This design comes from an exercise in tuning for small area, a short achievable clock period and few clock cycles on the open sky130 flow, not from production work. Only simulation tests tie the RTL to the original design; equivalence was not proved. Power and IR drop assume default switching activity.

==> inputs of build 27 <==
==> flow/design.v <==
module lzw_encoder (
    input  wire       clk,
    input  wire       rst,         
    input  wire       in_valid,
    output wire       in_ready,
    input  wire [7:0] in_data,
    input  wire       in_last,
    output wire       out_valid,
    input  wire       out_ready,
    output wire [8:0] out_code,
    output wire       out_last,
    output wire       out_err
);
    reg [8:0] dict_prefix [0:255];
    reg [7:0] dict_byte   [0:255];
    reg       v0;
    reg [7:0] c0;
    reg       l0;
    reg       first;       
    reg       drop;        
    reg [8:0] n;           
    reg [8:0] w;           
    reg [1:0]  qcnt;
    reg [10:0] q0, q1, q2;    
    wire full = n[8];
    wire room = ~qcnt[1];                  
    wire proc = v0 & room;                 
    assign in_ready  = ~v0 | room;
    assign out_valid = (qcnt != 2'd0);
    assign out_code  = q0[8:0];
    assign out_last  = q0[9];
    assign out_err   = q0[10];
    reg [15:0]  hi_gt, hi_eq, lo_gt;
    reg [255:0] valid;
    reg [255:0] m;
    reg         hit;
    reg [7:0]   idx;
    integer j, b, k;
    always @* begin
        for (k = 0; k < 16; k = k + 1) begin
            hi_gt[k] = full | (n[7:4] > k);
            hi_eq[k] = (n[7:4] == k);
            lo_gt[k] = (n[3:0] > k);
        end
        for (j = 0; j < 256; j = j + 1)
            valid[j] = ~first & (hi_gt[j / 16] | (hi_eq[j / 16] & lo_gt[j % 16]));
        for (j = 0; j < 256; j = j + 1)
            m[j] = valid[j] && (dict_prefix[j] == w) && (dict_byte[j] == c0);
        hit = |m;
        for (b = 0; b < 8; b = b + 1) begin
            idx[b] = 1'b0;
            for (j = 0; j < 256; j = j + 1)
                if (j[b]) idx[b] = idx[b] | m[j];
        end
    end
    wire        miss   = ~first & ~hit;
    wire [8:0]  w_next = {hit, hit ? idx : c0};
    wire        va = ~drop & (l0 | miss);
    wire [10:0] da = {miss & full, miss ? full : l0, miss ? w : w_next};
    wire        vb = ~drop & miss & ~full & l0;
    wire [10:0] db = {1'b0, 1'b1, 1'b0, c0};
    wire        ea = proc & va;
    wire        eb = proc & vb;
    wire in_fire  = in_valid & in_ready;
    wire out_fire = out_valid & out_ready;
    always @(posedge clk) begin
        if (rst) begin
            v0    <= 1'b0;
            first <= 1'b1;
            drop  <= 1'b0;
            n     <= 9'd0;
            w     <= 9'd0;
        end else begin
            if (in_fire) begin
                v0 <= 1'b1;
                c0 <= in_data;
                l0 <= in_last;
            end else if (proc) begin
                v0 <= 1'b0;
            end
            if (proc) begin
                if (drop) begin
                    if (l0) begin
                        drop  <= 1'b0;
                        first <= 1'b1;
                        n     <= 9'd0;
                    end
                end else begin
                    w <= w_next;
                    if (l0) begin
                        first <= 1'b1;
                        n     <= 9'd0;
                    end else begin
                        first <= 1'b0;
                        if (miss) begin
                            if (full) drop <= 1'b1;
                            else      n <= n + 9'd1;
                        end
                    end
                end
            end
        end
    end
    always @(posedge clk) begin
        if (!full) begin
            dict_prefix[n[7:0]] <= w;
            dict_byte[n[7:0]]   <= c0;
        end
    end
    reg [1:0]  cnt1;
    reg [10:0] s0, s1, s2;
    always @* begin
        s0 = out_fire ? q1 : q0;
        s1 = out_fire ? q2 : q1;
        s2 = q2;
        cnt1 = qcnt - {1'b0, out_fire};
        case (cnt1)
            2'd0: begin s0 = da; s1 = db; end
            2'd1: begin s1 = da; s2 = db; end
            2'd2: s2 = da;
            default: ;
        endcase
    end
    always @(posedge clk) begin
        if (rst) qcnt <= 2'd0;
        else     qcnt <= cnt1 + {1'b0, ea} + {1'b0, eb};
        q0 <= s0;
        q1 <= s1;
        q2 <= s2;
    end
endmodule
==> flow/run.sh <==
#!/bin/bash
# synth_recipe.tcl (not shown) runs the flow's synth.tcl, then flattens the netlist and writes it again
# the make line also repeats each setting of config.mk as NAME=value (left out here)
make -C /OpenROAD-flow-scripts/flow DESIGN_CONFIG=/design/flow/config.mk WORK_HOME=/design/flow/orfs CLKGATE_MAP_FILE= SYNTH_SCRIPT=/design/flow/synth_recipe.tcl finish
==> flow/config.mk <==
export PLATFORM = sky130hd
export DESIGN_NAME = lzw_encoder
export DESIGN_NICKNAME = lzw_encoder
export VERILOG_FILES = /design/flow/design.v
export SDC_FILE = /design/flow/constraint.sdc
export NUM_CORES = 4
export LEC_CHECK = 0
export ABC_CLOCK_PERIOD_IN_PS = 3000
export CAP_MARGIN = 20
export CORE_MARGIN = 2
export CORE_UTILIZATION = 45
export SETUP_SLACK_MARGIN = 4.5
export SLEW_MARGIN = 20
==> flow/constraint.sdc <==
create_clock -name core_clock -period 8.0 [get_ports {clk}]
set_input_delay 1.6000 -clock core_clock [delete_from_list [all_inputs] [get_ports {clk}]]
set_output_delay 1.6000 -clock core_clock [all_outputs]
set_load 0.01 [all_outputs]
==> build 2: changes against build 27 <==
==> flow/design.v, changed modules only <==
module lzw_encoder (
    input  wire       clk,
    input  wire       rst,         
    input  wire       in_valid,
    output wire       in_ready,
    input  wire [7:0] in_data,
    input  wire       in_last,
    output wire       out_valid,
    input  wire       out_ready,
    output wire [8:0] out_code,
    output wire       out_last,
    output wire       out_err
);
    reg [8:0] dict_prefix [0:255];
    reg [7:0] dict_byte   [0:255];
    reg       v0;
    reg [7:0] c0;
    reg       l0;
    reg       first;       
    reg       drop;        
    reg [8:0] n;           
    reg [8:0] w;           
    reg       e_act;       
    reg       e_miss;      
    reg       e_l0;        
    reg       e_full;      
    reg [8:0] e_w;         
    reg [2:0]  qcnt;
    reg [10:0] q [0:4];    
    wire full = n[8];
    wire       ea = e_act & (e_l0 | e_miss);
    wire       eb = e_act & e_miss & ~e_full & e_l0;
    wire [1:0] ecnt = {1'b0, ea} + {1'b0, eb};
    wire [10:0] da = {e_miss & e_full, e_miss ? e_full : e_l0, e_miss ? e_w : w};
    wire [10:0] db = {1'b0, 1'b1, w};
    reg  room;
    reg  in_ready_r;
    reg  out_valid_r;
    wire proc = v0 & room;
    wire act  = proc & ~drop;
    assign in_ready  = in_ready_r;
    assign out_valid = out_valid_r;
    assign out_code  = q[0][8:0];
    assign out_last  = q[0][9];
    assign out_err   = q[0][10];
    reg [15:0]  hi_gt, hi_eq, lo_gt;
    reg [255:0] valid;
    reg [255:0] m;
    reg [255:0] sel [0:7];
    reg [7:0]   idx;
    integer j, b, k;
    always @* begin
        for (k = 0; k < 16; k = k + 1) begin
            hi_gt[k] = full | (n[7:4] > k);
            hi_eq[k] = (n[7:4] == k);
            lo_gt[k] = (n[3:0] > k);
        end
        for (j = 0; j < 256; j = j + 1)
            valid[j] = ~first & (hi_gt[j / 16] | (hi_eq[j / 16] & lo_gt[j % 16]));
        for (j = 0; j < 256; j = j + 1)
            m[j] = valid[j] & ({dict_prefix[j], dict_byte[j]} == {w, c0});
        for (b = 0; b < 8; b = b + 1) begin
            for (j = 0; j < 256; j = j + 1)
                sel[b][j] = j[b] & m[j];
            idx[b] = |sel[b];
        end
    end
    wire       hit    = |m;
    wire       miss   = ~first & ~hit;
    wire [8:0] w_next = {hit, idx | (c0 & {8{~hit}})};
    wire in_fire  = in_valid & in_ready;
    wire out_fire = out_valid & out_ready;
    wire [2:0] cnt1    = qcnt - {2'b0, out_fire};
    wire [2:0] qcnt_nx = cnt1 + {1'b0, ecnt};
    wire [1:0] ecnt_m  = act ? ((l0 & ~full) ? 2'd2 : 2'd1) : 2'd0;
    wire [1:0] ecnt_h  = {1'b0, act & l0};
    wire       room_m  = ({1'b0, qcnt_nx} + {2'b0, ecnt_m}) <= 4'd3;
    wire       room_h  = ({1'b0, qcnt_nx} + {2'b0, ecnt_h}) <= 4'd3;
    wire       room_nx = miss ? room_m : room_h;
    wire       v0_nx   = in_fire | (v0 & ~proc);
    always @(posedge clk) begin
        if (rst) begin
            v0    <= 1'b0;
            first <= 1'b1;
            drop  <= 1'b0;
            n     <= 9'd0;
            e_act <= 1'b0;
            room  <= 1'b1;
            in_ready_r  <= 1'b1;
            out_valid_r <= 1'b0;
        end else begin
            room        <= room_nx;
            in_ready_r  <= ~v0_nx | room_nx;
            out_valid_r <= (qcnt_nx != 3'd0);
            if (in_fire) begin
                v0 <= 1'b1;
                c0 <= in_data;
                l0 <= in_last;
            end else if (proc) begin
                v0 <= 1'b0;
            end
            e_act <= act;
            if (proc) begin
                if (drop) begin
                    if (l0) begin
                        drop  <= 1'b0;
                        first <= 1'b1;
                        n     <= 9'd0;
                    end
                end else begin
                    if (l0) begin
                        first <= 1'b1;
                        n     <= 9'd0;
                    end else begin
                        first <= 1'b0;
                        if (miss) begin
                            if (full) drop <= 1'b1;
                            else      n <= n + 9'd1;
                        end
                    end
                end
            end
        end
    end
    always @(posedge clk) begin
        if (act) begin
            w      <= w_next;
            e_w    <= w;
            e_miss <= miss;
            e_l0   <= l0;
            e_full <= full;
        end
    end
    always @(posedge clk) begin
        if (!full) begin
            dict_prefix[n[7:0]] <= w;
            dict_byte[n[7:0]]   <= c0;
        end
    end
    integer p;
    always @(posedge clk) begin
        for (p = 0; p < 5; p = p + 1) begin
            if (p == cnt1)
                q[p] <= da;
            else if (p == cnt1 + 3'd1)
                q[p] <= db;
            else if (out_fire && p < 4)
                q[p] <= q[p + 1];
        end
        if (rst) qcnt <= 3'd0;
        else     qcnt <= qcnt_nx;
    end
endmodule
- ABC_CLOCK_PERIOD_IN_PS: 3000 -> unset
- CORE_UTILIZATION: 45 -> 65
- SETUP_SLACK_MARGIN: 4.5 -> 5.0
==> results.txt <==
fin cells 17769; #MultiIn Comb 7204; Clock power frac 38.3%; status no timing/DRC/antenna violations; met1 usage in global routing 57.5%; P_sw 13300 uW; Rows 200
-- figures above: build 2

==> results.txt <==
Power Total 52100 uW; #MultiIn Comb 7201; status no timing/DRC/antenna violations; Rows 240; fin cells 19695; met1 usage in global routing 41.5%
-- figures above: build 27

Testbench counts of build 27, summed over its fixed seeds: cycles 9,447.
Testbench counts of build 2, summed over its fixed seeds: cycles 9,429.

-- separate check: timing with driven ports --
In the flow no input, the clock included, has a driving cell. The finished layouts below were timed again as built, in two steps.
Step 1 assumes that a clkbuf_16 drives the clock port and a buf_2 every other input.
Step 2 times the ports against the registers' clock, not the clock port: input delays grow and output delays shrink by t, the midpoint of the rising clock arrivals with the driver on.
a / b / c = ideal ports / drivers / drivers and shift; a / b = the first two.
| run | t (ns) | setup slack, ns | hold WS [ns] | slew at the worst register clock pin (ns) | worst slew at a driven data input, ns |
|---|---|---|---|---|---|
| build 27 | 1.125 | 3.128 / 3.128 / 3.128 | 0.529 / 0.529 / 0.529 | 0.07 / 0.07 | 0.04 |
| build 2 | 1.123 | 3.769 / 3.769 / 3.453 | 0.535 / 0.535 / 0.535 | 0.07 / 0.07 | 0.13 |
After both steps every run listed still meets setup and hold. For build 2, which loses most, drivers alone change the setup slack by 0.000 ns; drivers and shift together by -0.316 ns.
